What follows belongs to an exercise in optimizing a design on an open flow for small area; a production flow would make more cautious choices.
Function was checked by simulation only, so behaviour that the tests miss may differ from the original.
No driver is modelled on the clock port, so clocking that relies on it looks cheaper here than on a real chip.
No activity file was given, so power comes from the tool's default toggle rates.

[run.sh]
#!/bin/bash
# synth_recipe.tcl (not shown) runs the flow's synth.tcl, then flattens the netlist and writes it again
# the make line also repeats each setting of config.mk as NAME=value (left out here)
make -C /OpenROAD-flow-scripts/flow DESIGN_CONFIG=/design/flow/config.mk WORK_HOME=/design/flow/orfs CLKGATE_MAP_FILE= SYNTH_SCRIPT=/design/flow/synth_recipe.tcl finish
[config.mk]
export PLATFORM = sky130hd
export DESIGN_NAME = telem_core
export DESIGN_NICKNAME = telem_core
export VERILOG_FILES = /design/flow/design.v
export SDC_FILE = /design/flow/constraint.sdc
export NUM_CORES = 4
export LEC_CHECK = 0
export CAP_MARGIN = 20
export CORE_MARGIN = 2
export CORE_UTILIZATION = 40
export SLEW_MARGIN = 20
[constraint.sdc]
create_clock -name core_clock -period 50.0 [get_ports {clk}]
set_input_delay 10.0000 -clock core_clock [delete_from_list [all_inputs] [get_ports {clk}]]
set_output_delay 10.0000 -clock core_clock [all_outputs]
set_load 0.01 [all_outputs]
[design.v]
module telem_core #(
    parameter NUM_IDLE_BITS = 4
) (
    input  wire        clk,
    input  wire        rst,
    input  wire        tick,
    input  wire        asm_req,
    input  wire        clr_ready,
    input  wire [47:0] time_field,
    input  wire [63:0] lat_field,
    input  wire [71:0] lon_field,
    input  wire [39:0] alt_field,
    input  wire [2:0]  alt_length,
    input  wire [15:0] sat_field,
    input  wire [15:0] batt_mv,
    input  wire [15:0] temp_c,
    output reg         line,
    output reg         carrier_on,
    output reg         carrier_off,
    output reg         carrier,
    output reg         blip,
    output wire        busy
);
    localparam [3:0] R_HDR  = 4'd0;    
    localparam [3:0] R_ID   = 4'd1;
    localparam [3:0] R_TIME = 4'd2;
    localparam [3:0] R_LAT  = 4'd3;
    localparam [3:0] R_LON  = 4'd4;
    localparam [3:0] R_ALT  = 4'd5;
    localparam [3:0] R_SAT  = 4'd6;
    localparam [3:0] R_VOLT = 4'd7;
    localparam [3:0] R_TEMP = 4'd8;
    localparam [3:0] R_TAIL = 4'd9;    
    localparam [3:0] B_PRE   = 4'd15 - NUM_IDLE_BITS;
    localparam [3:0] B_START = 4'd15;
    localparam [3:0] B_STOP2 = 4'd8;
    reg         ready;
    reg         phase;
    reg  [5:0]  blip_cnt;
    reg  [3:0]  b;
    reg  [3:0]  r;
    reg  [3:0]  c;
    reg  [15:0] crc;
    reg  [223:0] chain;                
    reg  [15:0]  sat_r;
    reg  [2:0]   alen;
    reg  [3:0]  sd0, sd1, sd2, sd3;    
    reg  [2:0]  sd4;
    reg  [15:0] bbin, bacc;            
    reg  [15:0] tbin;                  
    reg  [7:0]  tacc;                  
    reg         tneg;
    assign busy = ready | carrier;
    wire qt         = tick & phase;
    wire asm_accept = asm_req & ~busy;
    wire conv       = ~carrier & (b != 4'd15);
    function [3:0] dab;
        input [3:0] d;
        dab = (d >= 4'd5) ? d + 4'd3 : d;
    endfunction
    wire [15:0] bdab = {dab(bacc[15:12]), dab(bacc[11:8]), dab(bacc[7:4]), dab(bacc[3:0])};
    wire [7:0]  tdab = {dab(tacc[7:4]), dab(tacc[3:0])};
    wire        tmag_in  = temp_c[15] & ~(|temp_c[14:0]);
    wire        tmag_bit = tbin[15] ^ (tneg & (|tbin[14:0]));
    always @(posedge clk) begin
        if (asm_accept) begin
            bbin <= {batt_mv[14:0], 1'b0};
            tbin <= {temp_c[14:0], 1'b0};
        end else begin
            bbin <= {bbin[14:0], 1'b0};
            tbin <= {tbin[14:0], 1'b0};
        end
        if (asm_accept) begin
            bacc <= {15'd0, batt_mv[15]};
            tacc <= {7'd0, tmag_in};
            tneg <= temp_c[15];
            sat_r <= sat_field;
            alen  <= alt_length;
        end else if (conv) begin
            bacc <= {bdab[14:0], bbin[15]};
            tacc <= {tdab[6:0], tmag_bit};
        end
    end
    wire c0 = (sd0 == 4'd9);
    wire c1 = c0 & (sd1 == 4'd9);
    wire c2 = c1 & (sd2 == 4'd9);
    wire c3 = c2 & (sd3 == 4'd9);
    wire seq_max = (sd4 == 3'd6) & (sd3 == 4'd5) & (sd2 == 4'd5) & (sd1 == 4'd3) & (sd0 == 4'd5);
    always @(posedge clk) begin
        if (rst || (asm_accept && seq_max)) begin
            sd0 <= 4'd0; sd1 <= 4'd0; sd2 <= 4'd0; sd3 <= 4'd0; sd4 <= 3'd0;
        end else if (asm_accept) begin
            sd0 <= c0 ? 4'd0 : sd0 + 4'd1;
            if (c0) sd1 <= c1 ? 4'd0 : sd1 + 4'd1;
            if (c1) sd2 <= c2 ? 4'd0 : sd2 + 4'd1;
            if (c2) sd3 <= c3 ? 4'd0 : sd3 + 4'd1;
            if (c3) sd4 <= sd4 + 3'd1;
        end
    end
    wire [3:0] id_top = (sd4 != 3'd0) ? 4'd5 :
                        (sd3 != 4'd0) ? 4'd4 :
                        (sd2 != 4'd0) ? 4'd3 :
                        (sd1 != 4'd0) ? 4'd2 : 4'd1;
    function [7:0] hex_digit;
        input [3:0] h;
        hex_digit = (h < 4'd10) ? (8'h30 + {4'd0, h}) : (8'h37 + {4'd0, h});
    endfunction
    reg [7:0] cur;
    always @(*) begin
        cur = 8'h2C;
        case (r)
            R_HDR:  case (c)
                        4'd11, 4'd10, 4'd9:          cur = 8'h20;
                        4'd8, 4'd7, 4'd6, 4'd5:      cur = 8'h24;
                        4'd4, 4'd2:                  cur = 8'h30;
                        4'd3:                        cur = 8'h78;
                        4'd1:                        cur = 8'h37;
                        default:                     cur = 8'h2C;
                    endcase
            R_ID:   case (c)
                        4'd5:    cur = {5'b00110, sd4};
                        4'd4:    cur = {4'h3, sd3};
                        4'd3:    cur = {4'h3, sd2};
                        4'd2:    cur = {4'h3, sd1};
                        4'd1:    cur = {4'h3, sd0};
                        default: cur = 8'h2C;
                    endcase
            R_TIME, R_LAT, R_LON, R_ALT:
                    cur = (c == 4'd0) ? 8'h2C : chain[7:0];
            R_SAT:  case (c)
                        4'd2:    cur = sat_r[7:0];
                        4'd1:    cur = sat_r[15:8];
                        default: cur = 8'h2C;
                    endcase
            R_VOLT: case (c)
                        4'd4:    cur = {4'h3, bacc[15:12]};
                        4'd3:    cur = {4'h3, bacc[11:8]};
                        4'd2:    cur = {4'h3, bacc[7:4]};
                        4'd1:    cur = {4'h3, bacc[3:0]};
                        default: cur = 8'h2C;
                    endcase
            R_TEMP: case (c)
                        4'd2:    cur = tneg ? 8'h2D : 8'h2B;
                        4'd1:    cur = {4'h3, tacc[7:4]};
                        default: cur = {4'h3, tacc[3:0]};
                    endcase
            default: case (c)
                        4'd6:    cur = 8'h2A;
                        4'd5:    cur = hex_digit(crc[15:12]);
                        4'd4:    cur = hex_digit(crc[11:8]);
                        4'd3:    cur = hex_digit(crc[7:4]);
                        4'd2:    cur = hex_digit(crc[3:0]);
                        default: cur = 8'h0A;
                    endcase
        endcase
    end
    wire cur_bit  = cur[b[2:0]];
    wire [2:0] crc_idx = 3'd6 - b[2:0];   
    wire crc_bit  = cur[crc_idx];
    wire in_crc   = (r <= R_TEMP) && !((r == R_HDR) && (c > 4'd6));
    wire last     = (r == R_TAIL) && (c == 4'd0);
    wire chain_rg = (r >= R_TIME) && (r <= R_ALT) && (c != 4'd0);
    reg [3:0] next_c;
    always @(*) begin
        case (r)
            R_HDR:   next_c = id_top;           
            R_ID:    next_c = 4'd6;             
            R_TIME:  next_c = 4'd8;             
            R_LAT:   next_c = 4'd9;             
            R_LON:   next_c = {1'b0, alen};     
            R_ALT:   next_c = 4'd2;             
            R_SAT:   next_c = 4'd4;             
            R_VOLT:  next_c = 4'd2;             
            default: next_c = 4'd6;             
        endcase
    end
    wire run       = qt & carrier & ready;
    wire ch_ld     = asm_accept;
    wire ch_sh     = run & (b == B_STOP2) & chain_rg;
    wire ch_hd     = ~(ch_ld | ch_sh);
    wire [223:0] ch_in = {alt_field, lon_field, lat_field, time_field};
    wire [223:0] ch_nb = {8'h00, chain[223:8]};
    always @(posedge clk)
        chain <= ({224{ch_ld}} & ch_in) | ({224{ch_sh}} & ch_nb) | ({224{ch_hd}} & chain);
    wire crc_init = qt & ~carrier & ready;
    wire crc_step = run & in_crc & ((b == B_START) | (~b[3] & (b[2:0] != 3'd7)));
    wire [15:0] crc_sh = {crc[14:0], 1'b0} ^ ((crc[15] ^ crc_bit) ? 16'h1021 : 16'h0000);
    always @(posedge clk) begin
        if (crc_init)
            crc <= 16'hFFFF;
        else if (crc_step)
            crc <= crc_sh;
    end
    wire       sats_nonzero = (sat_field != 16'h3030);
    wire [5:0] blip_next    = blip_cnt + 6'd1;
    always @(posedge clk) begin
        if (asm_accept)
            b <= 4'd0;
        else if (conv)
            b <= b + 4'd1;
        else if (qt & ~carrier & ready)
            b <= B_PRE;
        else if (run)
            b <= (b == B_STOP2) ? B_START : b + 4'd1;
        if (run && b == B_STOP2) begin
            if (c == 4'd0) begin
                r <= r + 4'd1;
                c <= next_c;
            end else begin
                c <= c - 4'd1;
            end
        end else if (qt & ~carrier & ready) begin
            r <= R_HDR;
            c <= 4'd11;
        end
    end
    always @(posedge clk) begin
        carrier_on  <= 1'b0;
        carrier_off <= 1'b0;
        if (rst) begin
            ready    <= 1'b0;
            phase    <= 1'b0;
            line     <= 1'b1;
            carrier  <= 1'b0;
            blip     <= 1'b0;
            blip_cnt <= 6'd0;
        end else begin
            if (asm_accept)
                ready <= 1'b1;
            if (clr_ready)
                ready <= 1'b0;
            if (tick) begin
                blip <= (blip_next >= 6'd1) && (blip_next <= 6'd4);
                if ((blip_next == 6'd30 && sats_nonzero) || blip_next == 6'd60)
                    blip_cnt <= 6'd0;
                else
                    blip_cnt <= blip_next;
                phase <= ~phase;
                if (phase) begin
                    if (!carrier) begin
                        if (ready) begin
                            carrier    <= 1'b1;
                            carrier_on <= 1'b1;
                        end
                    end else if (!ready) begin
                        carrier     <= 1'b0;
                        carrier_off <= 1'b1;
                    end else begin
                        if (b == B_START)
                            line <= 1'b0;
                        else if (b[3] == 1'b0 && b[2:0] != 3'd7)
                            line <= cur_bit;
                        else
                            line <= 1'b1;
                        if (b == B_STOP2 && last) begin
                            ready       <= 1'b0;
                            carrier     <= 1'b0;
                            carrier_off <= 1'b1;
                        end
                    end
                end
            end
        end
    end
endmodule
==> results of run 1 <==
Yosys cell counts, drive strengths merged, types with 9 or more instances:
cell type | count | area (µm²)
o211ai | 15 | 113
and3 | 9 | 61.3
buf | 32 | 169
nand2b | 14 | 87.6
nand2 | 646 | 2430
nand4 | 11 | 68.8
a211oi | 15 | 125
clkbuf | 90 | 338
a21oi | 75 | 375
edfxtp | 30 | 901
nor3 | 17 | 105
nor2b | 12 | 75.1
nor4 | 12 | 81.3
a22oi | 228 | 1720
inv | 51 | 191
ha | 47 | 588
nor2 | 69 | 278
mux2i | 10 | 100
xnor2 | 19 | 166
o21ai | 59 | 295
nand3 | 31 | 155
dfxtp | 333 | 6670
per-layer routing:
layer  global-route usage (%)  wire length [µm]  share of wire, %
met1                     27.8             19800                43
met2                     33.4             21200                46
met3                     7.59              3840               8.2
met4                     8.99              1550               3.3
met5                        0               154              0.33
registers in the layout (all words and copies together), names as in the netlist, 3 cells and up, named ones only:
signal / count
sd2: 4
tbin: 15
sd1: 4
blip_cnt: 6
bbin: 15
b: 4
sd4: 3
sd3: 4
c: 4
r: 4
bacc: 16
sat_r: 16
sd0: 4
chain: 224
crc: 16
alen: 3
tacc: 8
power by group:
part	total [mW]	switching [mW]	internal (mW)
registers	0.358	0.0284	0.330
clock network	0.319	0.124	0.194
logic	0.109	0.0517	0.0575
total	0.786	0.204	0.582
worst max-delay path, stage by stage:
cell,delay (ps)
clkdlybuf4s50_1,590
nand3_1,210
nor2_1,130
nand2_1,280
nor4_4,110
nor2_4,780
buf_4,930
nand2_1,150
nand2_1,100
layout by cell type, fill, tap and decap left out, drive strengths merged, types with 5 or more instances in the layout:
cell | synthesis | routed
o211ai | 15 | 15
a222oi | 5 | 5
buf | 32 | 11
a22oi | 228 | 228
nand2 | 646 | 646
o22ai | 7 | 7
ha | 47 | 47
xor2 | 8 | 8
edfxtp | 30 | 30
a2111oi | 5 | 5
o31ai | 8 | 8
clkdlybuf4s50 | 0 | 285
mux2i | 10 | 10
a21oi | 75 | 75
o21ai | 59 | 59
a211oi | 15 | 15
xnor2 | 19 | 19
nor4 | 12 | 12
clkbuf | 90 | 63
and3b | 5 | 5
and4b | 5 | 5
and3 | 9 | 9
a22o | 7 | 7
nor3b | 7 | 7
nor2b | 12 | 12
clkinv | 0 | 9
nor2 | 69 | 69
nand3 | 31 | 31
a21o | 7 | 7
dfxtp | 333 | 333
diode | 0 | 9
nand2b | 14 | 14
nor3 | 17 | 17
a21boi | 6 | 6
nand4 | 11 | 11
inv | 51 | 53
stage by stage:
step	util, %	std cells	total power, mW	hold WS [ps]	setup WS, ps
floorplan	-	1954	0.427	399	37980
global placement	48.5	2653	0.469	403	36610
detailed placement	48.5	2653	0.472	406	36540
CTS	52.2	2730	0.794	423	37140
global route	52.3	2738	0.827	428	36750
finish	52.3	2739	0.786	423	37120
layout make-up:
class / instances / area [µm²] / share of cell area, %
inverter: 51 / 199 / 0.953
clock inverter: 14 / 146 / 0.702
timing repair buffer: 296 / 2960 / 14.2
tap: 525 / 657 / 3.15
clock buffer: 63 / 1330 / 6.35
multi-input combinational: 1418 / 7990 / 38.3
sequential: 363 / 7570 / 36.3
antenna: 9 / 22.5 / 0.108
kinds of logic (layout without fill, tap and decap cells):
family | count (synthesis) | in the layout | share of synthesized area, %
buffers and inverters | 173 | 424 | 4.30
AOI/OAI and AO/OA | 468 | 468 | 20.1
muxes | 14 | 14 | 0.964
DFF | 363 | 363 | 46.6
other | 0 | 9 | 0
xor gates and xnor gates | 29 | 29 | 1.73
and+or+nand+nor | 860 | 860 | 22.7
adders and majority gates | 47 | 47 | 3.62
path summary, 6_finish.rpt:
path	from	endpoint	depth (start not counted)
worst min-delay path	bbin[6]$_DFF_P_	bbin[7]$_DFF_P_	2
worst min register to register	bbin[6]$_DFF_P_	bbin[7]$_DFF_P_	2
worst max register to register	b[0]$_SDFFE_PP0P_	chain[123]$_DFF_P_	10
worst max-delay path	tick	chain[123]$_DFF_P_	9
==> summary.txt, run 1 <==
CTS
  – Root buf cell: clkbuf_16
  – CTS Hold Bufs: 0
  – CTS Buf Count: 42
  – Setup Buffers After CTS: 0
  – Worst-path clk slew: roughly 60 ps
  – PostCTS Resize Cnt: 0
  – Worst-Skew Late Latency: 570 ps
  – Sink Count: 363
  – Clock buffer depth: 3
  – H-Tree Depth: 2
  – CTS tree: done

Yosys
  – Mapped Avg Cell Area: ~8.3 µm²
  – Post-synth EDFFs: 30
  – Synth Cell Area: 16200 µm²
  – Number of synthesis warnings: 1
  – Sequential element share of the synthesized area: 46.6%
  – Ys flop type: dfxtp_1
  – Asr flop ratio synth: 0%
  – Yosys cell types: 83
  – Synth Net Count: 2281
  – Synth Register Bits: 363
  – Post-Synthesis Cells: 1954

STA
  – Setup TNS: 0 ps
  – Worst slew margin: 29.4%
  – Worst-Margin Slew: ~1100 ps
  – Worst Skew: 22.2 ps
  – Minimum clock period: 12880 ps
  – Slew Viols, Final: 0
  – Period utilisation layout: 25.8%
  – RSZ-0062 raised after global routing: no
  – Count of final hold-check violations: 0
  – Max Fclk: 0.0777 GHz
  – Final Setup Violations: 0

Job
  – Max_cap viols: 0

Floorplanning
  – Die Footprint: 42200 µm²
  – Core box area: 39900 µm²
  – Initial Utilization: between 40% and 50%
  – Io pins: 286
  – Die height: 205 µm
  – Die W: 205 µm
  – # rows: 73

Pwr
  – PwrDens: approximately 38 nW/µm²
  – Peak VDD IR: 0.0263 mV
  – Leak: 8.77 nW

Worst setup path
  – Worst path required time: 50500 ps
  – Critical path type: input port to flip-flop
  – Worst Setup End Kind: flip-flop
  – CP Data Arrival Time: 13380 ps
  – Critical Path Fanout Max: 104
  – Crit start category: input port
  – Reg2reg setup slack: around 46000 ps

Detailed routing
  – Mean routed wirelength per cell: roughly 17 µm
  – Drt pass-1 iters: 6
  – Avg Vias per Cell: ~5.3
  – Starting DRT DRC Count: 1202
  – Vias: 14488
  – # DRC: 0
  – ANT nets after route: 0
  – DRT Wirelength: 46.6 mm

Place
  – Hpwl dp: between 30 and 40 mm
  – Final GP Congestion: just under 1
  – Number of port buffers: 285
  – Placed inst area: 19400 µm²

Outcome
  – Status: finished clean

GRT
  – First-pass GRT wire length: just over 70 mm
  – GRT Util Overall: about 22%
  – Initial antenna violation count: 21
  – GRT overflow: 0
  – Vias in the first global route: 13567
  – Pin count of the biggest net entering global routing: 225

Finish
  – Nets@finish: 2499
  – Fin area: 20900 µm²
  – Area Growth Syn to Fin: 28.6%
  – Share of cells above drive strength 1: 4.99%
  – Fill cells: roughly 3700

Worst hold path
  – Hold Path Class: flip-flop to flip-flop
==> inputs of run 2 (changes only) <==
--- a/design.v
+++ b/design.v
@@ -42,11 +42,12 @@
     reg  [3:0]  c;
     reg  [15:0] crc;
-    reg  [223:0] chain;                
-    reg  [15:0]  sat_r;
-    reg  [2:0]   alen;
+    reg  [239:0] chain;                
+    reg  [2:0]   alen;                 
+    reg          run_d;
     reg  [3:0]  sd0, sd1, sd2, sd3;    
     reg  [2:0]  sd4;
-    reg  [15:0] bbin, bacc;            
-    reg  [15:0] tbin;                  
+    reg  [12:0] bbin;                  
+    reg  [15:0] bacc;                  
+    reg  [12:0] tbin;                  
     reg  [7:0]  tacc;                  
     reg         tneg;
@@ -57,26 +58,33 @@
     function [3:0] dab;
         input [3:0] d;
-        dab = (d >= 4'd5) ? d + 4'd3 : d;
+        case (d)
+            4'd5:    dab = 4'd8;
+            4'd6:    dab = 4'd9;
+            4'd7:    dab = 4'd10;
+            4'd8:    dab = 4'd11;
+            4'd9:    dab = 4'd12;
+            default: dab = d;
+        endcase
     endfunction
     wire [15:0] bdab = {dab(bacc[15:12]), dab(bacc[11:8]), dab(bacc[7:4]), dab(bacc[3:0])};
     wire [7:0]  tdab = {dab(tacc[7:4]), dab(tacc[3:0])};
-    wire        tmag_in  = temp_c[15] & ~(|temp_c[14:0]);
-    wire        tmag_bit = tbin[15] ^ (tneg & (|tbin[14:0]));
+    wire        t_or12   = |temp_c[12:0];
+    wire [2:0]  tmag_top = temp_c[15:13] ^ ({3{temp_c[15]}} &
+                           {t_or12 | temp_c[13] | temp_c[14], t_or12 | temp_c[13], t_or12});
+    wire        tmag_bit = tbin[12] ^ (tneg & (|tbin[11:0]));
     always @(posedge clk) begin
         if (asm_accept) begin
-            bbin <= {batt_mv[14:0], 1'b0};
-            tbin <= {temp_c[14:0], 1'b0};
+            bbin <= batt_mv[12:0];
+            tbin <= temp_c[12:0];
         end else begin
-            bbin <= {bbin[14:0], 1'b0};
-            tbin <= {tbin[14:0], 1'b0};
+            bbin <= {bbin[11:0], 1'b0};
+            tbin <= {tbin[11:0], 1'b0};
         end
         if (asm_accept) begin
-            bacc <= {15'd0, batt_mv[15]};
-            tacc <= {7'd0, tmag_in};
+            bacc <= {13'd0, batt_mv[15:13]};
+            tacc <= {5'd0, tmag_top};
             tneg <= temp_c[15];
-            sat_r <= sat_field;
-            alen  <= alt_length;
         end else if (conv) begin
-            bacc <= {bdab[14:0], bbin[15]};
+            bacc <= {bdab[14:0], bbin[12]};
             tacc <= {tdab[6:0], tmag_bit};
         end
@@ -126,11 +134,6 @@
                         default: cur = 8'h2C;
                     endcase
-            R_TIME, R_LAT, R_LON, R_ALT:
+            R_TIME, R_LAT, R_LON, R_ALT, R_SAT:
                     cur = (c == 4'd0) ? 8'h2C : chain[7:0];
-            R_SAT:  case (c)
-                        4'd2:    cur = sat_r[7:0];
-                        4'd1:    cur = sat_r[15:8];
-                        default: cur = 8'h2C;
-                    endcase
             R_VOLT: case (c)
                         4'd4:    cur = {4'h3, bacc[15:12]};
@@ -155,10 +158,10 @@
         endcase
     end
-    wire cur_bit  = cur[b[2:0]];
-    wire [2:0] crc_idx = 3'd6 - b[2:0];   
-    wire crc_bit  = cur[crc_idx];
+    wire [2:0] sel_idx = run_d ? ~b[2:0] : b[2:0];
+    wire sel_bit  = cur[sel_idx];
     wire in_crc   = (r <= R_TEMP) && !((r == R_HDR) && (c > 4'd6));
     wire last     = (r == R_TAIL) && (c == 4'd0);
-    wire chain_rg = (r >= R_TIME) && (r <= R_ALT) && (c != 4'd0);
+    wire chain_rg = (r >= R_TIME) && (r <= R_SAT) && (c != 4'd0);
+    wire skip     = (r == R_ALT) && (c == 4'd0) && (alen != 3'd5);
     reg [3:0] next_c;
     always @(*) begin
@@ -177,13 +180,19 @@
     wire run       = qt & carrier & ready;
     wire ch_ld     = asm_accept;
-    wire ch_sh     = run & (b == B_STOP2) & chain_rg;
+    wire ch_sh     = (run & (b == B_STOP2) & chain_rg) | skip;
     wire ch_hd     = ~(ch_ld | ch_sh);
-    wire [223:0] ch_in = {alt_field, lon_field, lat_field, time_field};
-    wire [223:0] ch_nb = {8'h00, chain[223:8]};
+    wire [239:0] ch_in = {sat_field, alt_field, lon_field, lat_field, time_field};
+    wire [239:0] ch_nb = {8'h00, chain[239:8]};
     always @(posedge clk)
-        chain <= ({224{ch_ld}} & ch_in) | ({224{ch_sh}} & ch_nb) | ({224{ch_hd}} & chain);
+        chain <= ({240{ch_ld}} & ch_in) | ({240{ch_sh}} & ch_nb) | ({240{ch_hd}} & chain);
+    always @(posedge clk) begin
+        if (asm_accept)
+            alen <= alt_length;
+        else if (skip)
+            alen <= alen + 3'd1;
+    end
     wire crc_init = qt & ~carrier & ready;
-    wire crc_step = run & in_crc & ((b == B_START) | (~b[3] & (b[2:0] != 3'd7)));
-    wire [15:0] crc_sh = {crc[14:0], 1'b0} ^ ((crc[15] ^ crc_bit) ? 16'h1021 : 16'h0000);
+    wire crc_step = run_d & in_crc & ~b[3];
+    wire [15:0] crc_sh = {crc[14:0], 1'b0} ^ ((crc[15] ^ sel_bit) ? 16'h1021 : 16'h0000);
     always @(posedge clk) begin
         if (crc_init)
@@ -195,6 +204,7 @@
     wire [5:0] blip_next    = blip_cnt + 6'd1;
     always @(posedge clk) begin
+        run_d <= run & (b == B_START || b[3] == 1'b0);
         if (asm_accept)
-            b <= 4'd0;
+            b <= 4'd2;                  
         else if (conv)
             b <= b + 4'd1;
@@ -231,6 +241,6 @@
                 ready <= 1'b0;
             if (tick) begin
-                blip <= (blip_next >= 6'd1) && (blip_next <= 6'd4);
-                if ((blip_next == 6'd30 && sats_nonzero) || blip_next == 6'd60)
+                blip <= (blip_cnt[5:2] == 4'd0);
+                if ((blip_cnt == 6'd29 && sats_nonzero) || (blip_cnt[5:3] == 3'd7 && blip_cnt[1:0] == 2'd3))
                     blip_cnt <= 6'd0;
                 else
@@ -250,5 +260,5 @@
                             line <= 1'b0;
                         else if (b[3] == 1'b0 && b[2:0] != 3'd7)
-                            line <= cur_bit;
+                            line <= sel_bit;
                         else
                             line <= 1'b1;
==> flow/run.sh (new file) <==
#!/bin/bash
# Own layout flow: the standard synthesis, its logic re-mapped for area
# (registers untouched, proven equivalent), then the standard layout
# with single-strength port buffers and a clock tree of small buffers.
set -euo pipefail
R=orfs/results/${FLOW_PLATFORM}/telem_core/base
export REMAP_LIB=${FLOW_HOME}/platforms/${FLOW_PLATFORM}/lib/sky130_fd_sc_hd__tt_025C_1v80.lib
export REMAP_TOP=${FLOW_TOP}
export REMAP_DONT_USE="sky130_fd_sc_hd__probe_p_8 sky130_fd_sc_hd__probec_p_8 sky130_fd_sc_hd__lpflow_*"
export REMAP_ABC=$PWD/flow/area.abc
export REMAP_IN=$PWD/$R/1_2_yosys_standard.v
export REMAP_OUT=$PWD/$R/1_2_yosys.v
export REMAP_STAT_IN=$PWD/remap_stat_in.txt
export REMAP_STAT_OUT=$PWD/remap_stat_out.txt

bash standard.sh synth > flow_synth.log 2>&1
cp $R/1_2_yosys.v $REMAP_IN
yosys -c flow/remap.tcl > flow_remap.log 2>&1
yosys -c flow/equiv.tcl > flow_equiv.log 2>&1
rm -f $R/1_synth.odb $R/1_synth.sdc
touch $R/1_2_yosys.v
bash standard.sh \
  "BUFFER_PORTS_ARGS=-buffer_cell sky130_fd_sc_hd__buf_1" \
  "CTS_ARGS=-sink_clustering_enable -repair_clock_nets -buf_list sky130_fd_sc_hd__clkbuf_4 -dont_use_dummy_load" \
  finish > flow_layout.log 2>&1
==> flow/area.abc (new file) <==
strash
dch -f
amap
==> flow/equiv.tcl (new file) <==
# Prove the re-mapped netlist equivalent to the standard one, with the
# registers (same names in both) paired.
set lib $::env(REMAP_LIB)
yosys read_liberty -ignore_miss_func $lib
yosys blackbox =sky130_fd_sc_hd__*df* =sky130_fd_sc_hd__*dl*
yosys read_verilog $::env(REMAP_IN)
yosys rename $::env(REMAP_TOP) gold
yosys read_verilog $::env(REMAP_OUT)
yosys rename $::env(REMAP_TOP) gate
yosys hierarchy -check
yosys flatten gold gate
yosys opt_clean
yosys equiv_make gold gate eq
yosys equiv_simple
yosys equiv_induct
yosys equiv_status -assert
==> flow/remap.tcl (new file) <==
# Re-map the combinational logic of the standard synthesis netlist for
# area with ABC's area mapper. Every register instance keeps its name and
# cell type: register cells are read as black boxes, the other cells are
# flattened into their logic functions and mapped again.
set lib $::env(REMAP_LIB)
yosys read_liberty -ignore_miss_func $lib
yosys blackbox =sky130_fd_sc_hd__*df* =sky130_fd_sc_hd__*dl* =sky130_fd_sc_hd__conb_1
yosys read_verilog $::env(REMAP_IN)
yosys hierarchy -top $::env(REMAP_TOP)
yosys flatten
yosys read_liberty -lib -overwrite $lib
yosys check -assert
yosys opt_clean -purge
yosys tee -o $::env(REMAP_STAT_IN) stat -liberty $lib
set du {}
foreach c $::env(REMAP_DONT_USE) { lappend du -dont_use $c }
yosys abc -liberty $lib {*}$du -script $::env(REMAP_ABC)
yosys opt_clean -purge
yosys splitnets
yosys hilomap -singleton -hicell sky130_fd_sc_hd__conb_1 HI -locell sky130_fd_sc_hd__conb_1 LO
yosys insbuf -buf sky130_fd_sc_hd__buf_4 A X
yosys opt_clean -purge
yosys check -assert -mapped
yosys tee -o $::env(REMAP_STAT_OUT) stat -liberty $lib
yosys write_verilog -noattr -nohex -nodec $::env(REMAP_OUT)
==> standard.sh (new file) <==
#!/bin/bash
# synth_recipe.tcl (not shown) runs the flow's synth.tcl, then flattens the netlist and writes it again
# the make line also repeats each setting of config.mk as NAME=value (left out here)
make -C /OpenROAD-flow-scripts/flow DESIGN_CONFIG=/design/flow/config.mk WORK_HOME=/design/flow/orfs CLKGATE_MAP_FILE= SYNTH_SCRIPT=/design/flow/synth_recipe.tcl "${@:-finish}"
removed: run.sh
==> run 2 against run 1 <==
Worst setup slack worse by 940 ps. Clock power down 41%. Critical path depth up 7. Still clean. Hold slack better by 8.2 ps. Register-to-register slack worse by 1500 ps.
==> summary.txt, run 2 <==
CTS
  – PostCTS Resize Cnt: 0
  – CTS Hold Bufs: 0
  – Sink Count: 360
  – Root buf cell: clkbuf_4
  – Clock buffer depth: 3
  – H-Tree Depth: 3
  – Worst-path clk slew: 60 ps
  – Setup Buffers After CTS: 0
  – Worst-Skew Late Latency: slightly below 800 ps
  – CTS Buf Count: 95
  – CTS tree: done

Yosys
  – Post-Synthesis Cells: about 1500
  – Synth Cell Area: 14200 µm²
  – Mapped Avg Cell Area: 9.41 µm²
  – Number of synthesis warnings: 1
  – Synth Net Count: 1793

Finish
  – Nets@finish: 2187
  – Leading cell type in the layout, fill and taps excluded: clkinv_1
  – Commonest non-fill, non-tap cells in the layout: 348 x clkinv_1, 342 x dfxtp_1, 285 x buf_1
  – Fill cells: 3521
  – Storage cell area: between 7000 and 8000 µm²
  – Max FFs per register: 240
  – Area of the multi-input gates: between 5000 and 6000 µm²
  – Finished Layout Cells: ~2400
  – Largest registers: chain x240, bacc x16, crc x16
  – Largest reg by FF count: chain
  – Area Growth Syn to Fin: 17.9%
  – Share of cells above drive strength 1: 5.93%

Job
  – Max_cap viols: 0

Pwr
  – PwrDens: ~37 nW/µm²
  – Leak: 5.96 nW
  – Int Pwr: 449 µW
  – Sequential share of power: 55.8%
  – Switch share: roughly 28%
  – Total power: approximately 620 µW
  – Clk network pwr share: 30.3%
  – Net switching power: 175 µW
  – Peak VDD IR: 0.0235 mV
  – Combinational share of power: 13.9%

STA
  – RSZ-0062 raised after global routing: no
  – Setup TNS: 0 ps
  – Final Setup Violations: 0
  – Worst Skew: 88.1 ps
  – Max Fclk: 0.0724 GHz
  – Count of final hold-check violations: 0
  – Worst-Margin Slew: 1160 ps
  – Minimum clock period: about 14000 ps
  – Final worst slack: 36180 ps
  – Worst slew margin: 22.7%
  – Slew Viols, Final: 0
  – Period utilisation layout: ~28%

GRT
  – GRT Util Overall: 22.6%
  – Pin count of the biggest net entering global routing: approximately 230
  – First-pass GRT wire length: between 60 and 70 mm
  – Initial antenna violation count: 8
  – Vias in the first global route: 12898
  – GRT overflow: 0

Worst setup path
  – CP Data Arrival Time: 14410 ps
  – Critical path type: input port to flip-flop
  – Worst path required time: 50590 ps
  – Worst r2r src: c[2]$_DFFE_PN_
  – Worst Setup SP: tick
  – Crit start category: input port
  – Worst Setup End Kind: flip-flop
  – Reg2reg path depth: 13
  – FF-to-FF End: chain[115]$_DFF_P_
  – Critical Path Fanout Max: 233
  – CP Capture Point: chain[115]$_DFF_P_
  – Reg2reg setup slack: roughly 45000 ps

Detailed routing
  – ANT nets after route: 0
  – # DRC: 0
  – Vias: 13815
  – Drt pass-1 iters: 9
  – Starting DRT DRC Count: 1747
  – Mean routed wirelength per cell: 18.1 µm
  – Avg Vias per Cell: 5.82
  – DRT Wirelength: roughly 43 mm

Floorplanning
  – Core box area: around 35000 µm²
  – # rows: 69
  – Die Footprint: 37100 µm²
  – Die height: about 190 µm
  – Io pins: 286
  – Initial Utilization: between 40 and 50%
  – Die W: 193 µm

Place
  – Final GP Congestion: 0.941
  – Cells after DPL: roughly 2300
  – Hpwl dp: between 20 and 30 mm
  – Post-place setup slack: 35110 ps
  – Number of port buffers: 285

Worst hold path
  – Hold Path Class: flip-flop to flip-flop

Outcome
  – Status: finished clean
==> run 2: changes by cell type in the layout (fill, tap and decap cells not counted), sizes merged, moves of 29 or more <==
cell,previous run,this run
a21oi,75,46
a222oi,5,232
a22oi,228,7
buf,11,297
clkbuf,63,95
clkdlybuf4s50,285,0
clkinv,9,348
ha,47,0
inv,53,1
nand2,646,53
nor2,69,157
o22a,1,30
==> run 2: worst max-delay path, cell delays in order <==
cell and delay (ps):
buf_1 190, nand2_1 120, clkinv_1 70, nand2_1 110, nor2_1 170, clkinv_1 190, nor2_1 420, clkinv_1 380
o21bai_4 250, buf_12 560, nor2_4 200, buf_4 340, buf_16 250, buf_4 390, a222oi_1 400, clkinv_1 100
==> run 2: routing by layer <==
| layer | vias up | global-route usage [%] | wire length, µm |
|---|---|---|---|
| met5 | - | 0 | 38 |
| met3 | 65 | 9.91 | 4460 |
| li1 | 6671 | - | - |
| met1 | 6550 | 27.4 | 17800 |
| met4 | 6 | 8.22 | 885 |
| met2 | 523 | 35.5 | 19800 |
==> run 2: worst min-delay path by stage <==
| stage | from | to | slack [ps] | cells past startpoint |
|---|---|---|---|---|
| floorplan | chain[4]$_DFF_P_ | chain[4]$_DFF_P_ | 430 | 2 |
| global placement | bbin[1]$_DFF_P_ | bbin[2]$_DFF_P_ | 440 | 1 |
| detailed placement | bbin[1]$_DFF_P_ | bbin[2]$_DFF_P_ | 450 | 1 |
| CTS | chain[226]$_DFF_P_ | chain[218]$_DFF_P_ | 430 | 2 |
| global route | chain[55]$_DFF_P_ | chain[47]$_DFF_P_ | 460 | 2 |
| finish | chain[226]$_DFF_P_ | chain[218]$_DFF_P_ | 430 | 2 |
==> run 2: layout make-up <==
type                    count  share of cell area (%)
repair buffers            297                    7.17
clock buffers              95                    4.25
diodes                      6                  0.0894
multi-input cells         804                    33.2
inverters                 349                    7.84
well taps                 461                    3.43
flip-flops and latches    360                    44.0
==> run 2: power by group through the flow <==
stage                     Clock (mW)  Combinational, mW  Sequential (mW)
after global placement             0             0.0831            0.353
final                          0.189             0.0868            0.348
after CTS                      0.198             0.0863            0.347
after detailed placement           0             0.0861            0.353
after floorplan                    0             0.0681            0.345
after global routing           0.212             0.0983            0.352
==> run 2: per-stage QoR <==
step / hold WS, ps / utilization [%] / instance area (µm²)
6_report: 431 / 47.6 / 16800
5_1_grt: 457 / 47.5 / 16800
3_5_place_dp: 445 / 45.4 / 16000
4_1_cts: 429 / 47.4 / 16700
3_3_place_gp: 442 / 45.4 / 16000
2_1_floorplan: 427 / - / 14200
==> inputs of run 3 (changes only) <==
--- a/design.v
+++ b/design.v
@@ -47,8 +47,6 @@
     reg  [3:0]  sd0, sd1, sd2, sd3;    
     reg  [2:0]  sd4;
-    reg  [12:0] bbin;                  
-    reg  [15:0] bacc;                  
-    reg  [12:0] tbin;                  
-    reg  [7:0]  tacc;                  
+    reg  [18:0] bconv;                 
+    reg  [16:0] tconv;                 
     reg         tneg;
     assign busy = ready | carrier;
@@ -56,4 +54,9 @@
     wire asm_accept = asm_req & ~busy;
     wire conv       = ~carrier & (b != 4'd15);
+    function [3:0] bcd_inc;
+        input [3:0] d;
+        bcd_inc = {d[3] ^ (d[2] & d[1] & d[0]), d[2] ^ (d[1] & d[0]), d[1] ^ d[0], ~d[0]}
+                  & {4{~(d[3] & d[0])}};
+    endfunction
     function [3:0] dab;
         input [3:0] d;
@@ -67,42 +70,50 @@
         endcase
     endfunction
-    wire [15:0] bdab = {dab(bacc[15:12]), dab(bacc[11:8]), dab(bacc[7:4]), dab(bacc[3:0])};
-    wire [7:0]  tdab = {dab(tacc[7:4]), dab(tacc[3:0])};
-    wire        t_or12   = |temp_c[12:0];
-    wire [2:0]  tmag_top = temp_c[15:13] ^ ({3{temp_c[15]}} &
-                           {t_or12 | temp_c[13] | temp_c[14], t_or12 | temp_c[13], t_or12});
-    wire        tmag_bit = tbin[12] ^ (tneg & (|tbin[11:0]));
-    always @(posedge clk) begin
-        if (asm_accept) begin
-            bbin <= batt_mv[12:0];
-            tbin <= temp_c[12:0];
-        end else begin
-            bbin <= {bbin[11:0], 1'b0};
-            tbin <= {tbin[11:0], 1'b0};
-        end
-        if (asm_accept) begin
-            bacc <= {13'd0, batt_mv[15:13]};
-            tacc <= {5'd0, tmag_top};
+    wire b_ge4  = b[3] | b[2];
+    wire b_ge5  = b[3] | (b[2] & (b[1] | b[0]));
+    wire b_ge6  = b[3] | (b[2] & b[1]);
+    wire b_ge8  = b[3];
+    wire b_ge12 = b[3] & b[2];
+    wire [3:0]  bd0 = ~carrier           ? dab(bconv[3:0])   : bconv[3:0];
+    wire [3:0]  bd1 = (~carrier & b_ge4)  ? dab(bconv[7:4])   : bconv[7:4];
+    wire [3:0]  bd2 = (~carrier & b_ge8)  ? dab(bconv[11:8])  : bconv[11:8];
+    wire [3:0]  bd3 = (~carrier & b_ge12) ? dab(bconv[15:12]) : bconv[15:12];
+    wire [18:0] bpre = {bconv[18:16], bd3, bd2, bd1, bd0};
+    wire [3:0]  td0 = dab(tconv[3:0]);
+    wire [3:0]  td1 = b_ge5 ? dab({tconv[7] & b_ge6, tconv[6:4]}) : tconv[7:4];
+    wire [16:0] tpre = {tconv[16:7], td1[2:0], td0};
+    wire [15:0] tones = temp_c ^ {16{temp_c[15]}};
+    wire cv_ld = asm_accept;
+    wire cv_st = conv & ~asm_accept;
+    wire cv_hd = ~(cv_ld | cv_st);
+    wire bv_st = (conv | volt_rot) & ~asm_accept;
+    wire bv_hd = ~(cv_ld | bv_st);
+    always @(posedge clk) begin
+        bconv <= ({19{cv_ld}} & {batt_mv[12:0], 3'd0, batt_mv[15:13]})
+               | ({19{bv_st}} & {bpre[17:0], bpre[18]})
+               | ({19{bv_hd}} & bconv);
+        tconv <= ({17{cv_ld}} & {tones[12:0], 1'b0, tones[15:13]})
+               | ({17{cv_st}} & {tpre[15:0], tpre[16]})
+               | ({17{cv_hd}} & tconv);
+        if (asm_accept)
             tneg <= temp_c[15];
-        end else if (conv) begin
-            bacc <= {bdab[14:0], bbin[12]};
-            tacc <= {tdab[6:0], tmag_bit};
-        end
-    end
-    wire c0 = (sd0 == 4'd9);
-    wire c1 = c0 & (sd1 == 4'd9);
-    wire c2 = c1 & (sd2 == 4'd9);
-    wire c3 = c2 & (sd3 == 4'd9);
+    end
+    wire [3:0]  tu0 = tconv[3:0];
+    wire [3:0]  tu1 = tconv[7:4];
+    wire [3:0]  tt0 = tneg ? bcd_inc(tu0) : tu0;
+    wire [3:0]  tt1 = (tneg & tu0[3] & tu0[0]) ? bcd_inc(tu1) : tu1;
+    wire i0 = asm_accept;
+    wire i1 = i0 & sd0[3] & sd0[0];
+    wire i2 = i1 & sd1[3] & sd1[0];
+    wire i3 = i2 & sd2[3] & sd2[0];
+    wire i4 = i3 & sd3[3] & sd3[0];
     wire seq_max = (sd4 == 3'd6) & (sd3 == 4'd5) & (sd2 == 4'd5) & (sd1 == 4'd3) & (sd0 == 4'd5);
-    always @(posedge clk) begin
-        if (rst || (asm_accept && seq_max)) begin
-            sd0 <= 4'd0; sd1 <= 4'd0; sd2 <= 4'd0; sd3 <= 4'd0; sd4 <= 3'd0;
-        end else if (asm_accept) begin
-            sd0 <= c0 ? 4'd0 : sd0 + 4'd1;
-            if (c0) sd1 <= c1 ? 4'd0 : sd1 + 4'd1;
-            if (c1) sd2 <= c2 ? 4'd0 : sd2 + 4'd1;
-            if (c2) sd3 <= c3 ? 4'd0 : sd3 + 4'd1;
-            if (c3) sd4 <= sd4 + 3'd1;
-        end
+    wire seq_clr = rst | (asm_accept & seq_max);
+    always @(posedge clk) begin
+        sd0 <= seq_clr ? 4'd0 : i0 ? bcd_inc(sd0) : sd0;
+        sd1 <= seq_clr ? 4'd0 : i1 ? bcd_inc(sd1) : sd1;
+        sd2 <= seq_clr ? 4'd0 : i2 ? bcd_inc(sd2) : sd2;
+        sd3 <= seq_clr ? 4'd0 : i3 ? bcd_inc(sd3) : sd3;
+        sd4 <= seq_clr ? 3'd0 : i4 ? sd4 + 3'd1 : sd4;
     end
     wire [3:0] id_top = (sd4 != 3'd0) ? 4'd5 :
@@ -137,21 +148,17 @@
                     cur = (c == 4'd0) ? 8'h2C : chain[7:0];
             R_VOLT: case (c)
-                        4'd4:    cur = {4'h3, bacc[15:12]};
-                        4'd3:    cur = {4'h3, bacc[11:8]};
-                        4'd2:    cur = {4'h3, bacc[7:4]};
-                        4'd1:    cur = {4'h3, bacc[3:0]};
+                        4'd4, 4'd3, 4'd2, 4'd1:
+                                 cur = {4'h3, bconv[15:12]};
                         default: cur = 8'h2C;
                     endcase
             R_TEMP: case (c)
                         4'd2:    cur = tneg ? 8'h2D : 8'h2B;
-                        4'd1:    cur = {4'h3, tacc[7:4]};
-                        default: cur = {4'h3, tacc[3:0]};
+                        4'd1:    cur = {4'h3, tt1};
+                        default: cur = {4'h3, tt0};
                     endcase
             default: case (c)
                         4'd6:    cur = 8'h2A;
-                        4'd5:    cur = hex_digit(crc[15:12]);
-                        4'd4:    cur = hex_digit(crc[11:8]);
-                        4'd3:    cur = hex_digit(crc[7:4]);
-                        4'd2:    cur = hex_digit(crc[3:0]);
+                        4'd5, 4'd4, 4'd3, 4'd2:
+                                 cur = hex_digit(crc[15:12]);
                         default: cur = 8'h0A;
                     endcase
@@ -160,8 +167,8 @@
     wire [2:0] sel_idx = run_d ? ~b[2:0] : b[2:0];
     wire sel_bit  = cur[sel_idx];
-    wire in_crc   = (r <= R_TEMP) && !((r == R_HDR) && (c > 4'd6));
+    wire in_crc   = (r != R_HDR) && (r <= R_TEMP);
     wire last     = (r == R_TAIL) && (c == 4'd0);
     wire chain_rg = (r >= R_TIME) && (r <= R_SAT) && (c != 4'd0);
-    wire skip     = (r == R_ALT) && (c == 4'd0) && (alen != 3'd5);
+    wire skip     = carrier && (r == R_ALT) && (c == 4'd0) && (alen != 3'd5);
     reg [3:0] next_c;
     always @(*) begin
@@ -179,4 +186,9 @@
     end
     wire run       = qt & carrier & ready;
+    wire ev_stop   = run & ((b == 4'd7) | (b == B_STOP2));
+    wire ev_start  = run & (b == B_START);
+    wire volt_rot  = (r == R_VOLT) & (ev_stop | ((ev_start | (run_d & (b == 4'd0))) & (c != 4'd4)));
+    wire crc_rot   = (r == R_TAIL) & ((((run_d & (b == 4'd7)) | ev_stop) & (c != 4'd6)) |
+                                      (ev_start & ~c[3] & (c[2:0] <= 3'd4)));
     wire ch_ld     = asm_accept;
     wire ch_sh     = (run & (b == B_STOP2) & chain_rg) | skip;
@@ -194,9 +206,10 @@
     wire crc_init = qt & ~carrier & ready;
     wire crc_step = run_d & in_crc & ~b[3];
-    wire [15:0] crc_sh = {crc[14:0], 1'b0} ^ ((crc[15] ^ sel_bit) ? 16'h1021 : 16'h0000);
+    wire crc_fb   = crc_step & (crc[15] ^ sel_bit);
+    wire [15:0] crc_sh = {crc[14:0], 1'b0} ^ (crc_fb ? 16'h1021 : 16'h0000);
     always @(posedge clk) begin
         if (crc_init)
-            crc <= 16'hFFFF;
-        else if (crc_step)
+            crc <= 16'h1A46;
+        else if (crc_step | crc_rot)
             crc <= crc_sh;
     end
--- a/flow/run.sh
+++ b/flow/run.sh
@@ -2,5 +2,6 @@
 # Own layout flow: the standard synthesis, its logic re-mapped for area
 # (registers untouched, proven equivalent), then the standard layout
-# with single-strength port buffers and a clock tree of small buffers.
+# with single-strength port buffers and a clock tree of fewer, smaller
+# buffers (falling back to a denser tree if its clock slew comes out high).
 set -euo pipefail
 R=orfs/results/${FLOW_PLATFORM}/telem_core/base
@@ -13,4 +14,11 @@
 export REMAP_STAT_IN=$PWD/remap_stat_in.txt
 export REMAP_STAT_OUT=$PWD/remap_stat_out.txt
+export CTS_ODB=$PWD/$R/4_cts.odb
+export CTS_SDC=$PWD/$R/4_cts.sdc
+
+PORTS="BUFFER_PORTS_ARGS=-buffer_cell sky130_fd_sc_hd__buf_1"
+CTS_BASE="-sink_clustering_enable -repair_clock_nets -dont_use_dummy_load"
+CTS_SMALL="CTS_ARGS=$CTS_BASE -buf_list sky130_fd_sc_hd__clkbuf_8 -sink_clustering_size 15 -sink_clustering_max_diameter 60"
+CTS_SAFE="CTS_ARGS=$CTS_BASE -buf_list sky130_fd_sc_hd__clkbuf_4"
 
 bash standard.sh synth > flow_synth.log 2>&1
@@ -20,6 +28,13 @@
 rm -f $R/1_synth.odb $R/1_synth.sdc
 touch $R/1_2_yosys.v
-bash standard.sh \
-  "BUFFER_PORTS_ARGS=-buffer_cell sky130_fd_sc_hd__buf_1" \
-  "CTS_ARGS=-sink_clustering_enable -repair_clock_nets -buf_list sky130_fd_sc_hd__clkbuf_4 -dont_use_dummy_load" \
-  finish > flow_layout.log 2>&1
+
+CTS="$CTS_SMALL"
+bash standard.sh "$PORTS" "$CTS" cts > flow_cts.log 2>&1
+openroad -no_init -exit flow/clkslew.tcl > flow_clkslew.log 2>&1
+slew=$(awk '/^CLKSLEW/ {print $2}' flow_clkslew.log)
+if ! awk -v s="$slew" 'BEGIN { exit !(s != "" && s + 0 < 0.105) }'; then
+  rm -f $R/4_*
+  CTS="$CTS_SAFE"
+  bash standard.sh "$PORTS" "$CTS" cts > flow_cts_safe.log 2>&1
+fi
+bash standard.sh "$PORTS" "$CTS" finish > flow_layout.log 2>&1
==> flow/clkslew.tcl (new file) <==
# Largest clock-pin slew of the registers after clock tree synthesis,
# with placement-estimated parasitics.
read_liberty $::env(REMAP_LIB)
read_db $::env(CTS_ODB)
read_sdc $::env(CTS_SDC)
source $::env(FLOW_HOME)/platforms/$::env(FLOW_PLATFORM)/setRC.tcl
estimate_parasitics -placement
set worst 0
foreach pin [get_pins -hierarchical */CLK] {
  set s [get_property $pin slew_max]
  if {$s > $worst} { set worst $s }
}
puts "CLKSLEW $worst"
==> run 3 against run 2 <==
Final cell count is 2.2% lower. Largest cell class unchanged. Routed wire length is 6.4% lower. Critical path type unchanged. Non-clock buffer count is 2 lower. Critical endpoint is now chain[90]$_DFF_P_.
==> summary.txt, run 3 <==
CTS
  – Setup Buffers After CTS: 0
  – Sink Count: 346
  – Root buf cell: clkbuf_8
  – Worst-Skew Late Latency: between 500 and 600 ps
  – CTS tree: done
  – Worst-path clk slew: about 100 ps
  – CTS Buf Count: 35
  – Clock buffer depth: 3
  – CTS Hold Bufs: 0
  – H-Tree Depth: 2
  – PostCTS Resize Cnt: 0

Finish
  – Max FFs per register: 240
  – Area of the multi-input gates: 5620 µm²
  – Post-layout util: 47.1%
  – Finished Layout Cells: approximately 2300
  – Commonest non-fill, non-tap cells in the layout: 345 x clkinv_1, 334 x dfxtp_1, 285 x buf_1
  – Nets@finish: about 2100
  – Largest reg by FF count: chain
  – Fill cells: 3449
  – Largest registers: chain x240, bconv x19, tconv x17
  – Storage cell area: 7050 µm²
  – Area Growth Syn to Fin: 16.4%
  – Leading cell type in the layout, fill and taps excluded: clkinv_1
  – Share of cells above drive strength 1: 2.64%

Detailed routing
  – Vias: 13235
  – Max Used Layer: met5
  – Avg Vias per Cell: 5.70
  – Drt pass-1 iters: 10
  – Starting DRT DRC Count: 1744
  – # DRC: 0
  – Met3 wire len: 3.86 mm
  – M1 wire length: 16.8 mm
  – Mean routed wirelength per cell: 17.3 µm
  – DRT Wirelength: 40.2 mm
  – ANT nets after route: 0
  – Wire length on met2: between 15 and 20 mm

Place
  – Cells after DPL: around 2300
  – Hpwl dp: roughly 28 mm
  – Post-place setup slack: 35900 ps
  – Number of port buffers: 285
  – Final GP Congestion: slightly above 0.9

GRT
  – Vias in the first global route: 12226
  – GRT Util Overall: 21.1%
  – Pin count of the biggest net entering global routing: between 200 and 250
  – GRT overflow: 0
  – First-pass GRT wire length: 62.7 mm
  – Initial antenna violation count: 13

STA
  – Worst slew margin: 22.0%
  – Final Hold Slack: 396 ps
  – Period utilisation layout: 27.0%
  – Worst Skew: about 67 ps
  – Count of final hold-check violations: 0
  – Final Setup Violations: 0
  – Slew Viols, Final: 0
  – Minimum clock period: 13500 ps
  – Final worst slack: 36500 ps
  – Max Fclk: approximately 0.074 GHz
  – Setup TNS: 0 ps
  – Worst-Margin Slew: 1170 ps
  – RSZ-0062 raised after global routing: no

Floorplanning
  – Die W: roughly 190 µm
  – Io pins: 286
  – Die Footprint: 36400 µm²
  – Initial Utilization: 40.5%
  – Die height: 191 µm
  – # rows: 68
  – Core box area: between 30000 and 40000 µm²

Job
  – Max_cap viols: 0

Worst setup path
  – Crit start category: input port
  – Critical Path Fanout Max: approximately 120
  – Critical path type: input port to flip-flop
  – Slowest-stage cell, CP: a222oi_1
  – Critical path's most frequent cell: clkinv_1
  – CP Data Arrival Time: 13940 ps
  – Critical Path, Cell by Cell: buf_1 -> nand2_1 -> nor2_1 -> clkinv_1 -> nor2_1 -> clkinv_1 -> nor2_1 -> clkinv_1 -> o21bai_4 -> nor2_4 -> buf_4 -> buf_6 -> a222oi_1 -> clkinv_1
  – Worst Setup End Kind: flip-flop
  – Worst path required time: 50440 ps
  – WP buf/inv: 7
  – Crit path largest cell delay: 490 ps
  – Top delay family on crit path: buffers and inverters

Yosys
  – Post-Synthesis Cells: 1529
  – Mapped Avg Cell Area: 9.12 µm²
  – Synth Net Count: 1809
  – Synth Cell Area: 13900 µm²
  – Number of synthesis warnings: 1

Pwr
  – Peak VDD IR: 0.0242 mV
  – Leak: between 5 and 6 nW
  – PwrDens: 36.5 nW/µm²

Outcome
  – Status: finished clean

Worst hold path
  – Hold Path Class: flip-flop to flip-flop
run 3: cell type report:
type,instances,area share [%]
tap,455,3.51
antenna,7,0.108
timing repair buffer,295,7.28
sequential,346,43.4
inverter,346,8.05
multi-input combinational,837,34.6
clock buffer,35,2.97
run 3: worst paths after layout:
kind | from | to | slack (ps) | cells after the start
min reg2reg | chain[132]$_DFF_P_ | chain[124]$_DFF_P_ | 400 | 2
max | tick | chain[90]$_DFF_P_ | 36500 | 14
min | chain[132]$_DFF_P_ | chain[124]$_DFF_P_ | 400 | 2
max reg2reg | c[1]$_DFFE_PN_ | crc[9]$_SDFFE_PP1P_ | 45660 | 10
run 3: layer usage:
metal	global-route usage [%]	vias up
met5	0	-
met4	6.11	14
met3	8.10	77
met2	34.5	408
met1	25.9	6213
li1	-	6523
run 3: worst reg2reg max path: cells and delay by family, from the launching register on:
| kind | cells | cell delay, ps |
|---|---|---|
| AND/OR/NAND/NOR | 3 | 1630 |
| buffers and inverters | 4 | 1200 |
| flip-flops | 1 | 440 |
| AO/OA/AOI/OAI | 3 | 950 |
run 3: metrics by stage:
step / total power [mW] / cell area (µm²)
after floorplan: 0.414 / 13900
after global placement: 0.439 / 15700
final: 0.592 / 16200
after detailed placement: 0.444 / 15700
after CTS: 0.597 / 16200
after global routing: 0.627 / 16200
run 3: power by group:
part | internal (mW) | switching (mW) | total (mW)
clock | 0.0626 | 0.0908 | 0.153
combinational | 0.0463 | 0.0551 | 0.101
sequential | 0.313 | 0.0236 | 0.337

separate check: timing with driven ports:
Ports are ideal in the flow. The routed layouts listed here were re-timed in OpenROAD.
Step 1: set_driving_cell puts a clkbuf_16 on clk and a buf_2 on each other input, an assumption about the parent block.
Step 2 adds t to the input delays and takes it off the output delays; t is the mean of the earliest and latest rising clock arrival at the registers after step 1. Input paths then give back, and output paths get back, about the clock's delay inside the block.
a / b / c = ideal / step 1 / step 2; a / b = the first two.
run	shift t [ns]	slack for setup (ns)	latest minus earliest clock arrival (ns)
run 1	0.615	37.124 / 37.160 / 36.544	0.022 / 0.023
run 2	0.772	36.181 / 36.179 / 35.406	0.089 / 0.089
run 3	0.567	36.502 / 36.526 / 35.960	0.076 / 0.077
After both steps every run listed still meets setup and hold. For run 2, which loses most, drivers alone change the setup slack by -0.002 ns; drivers and shift together by -0.775 ns.
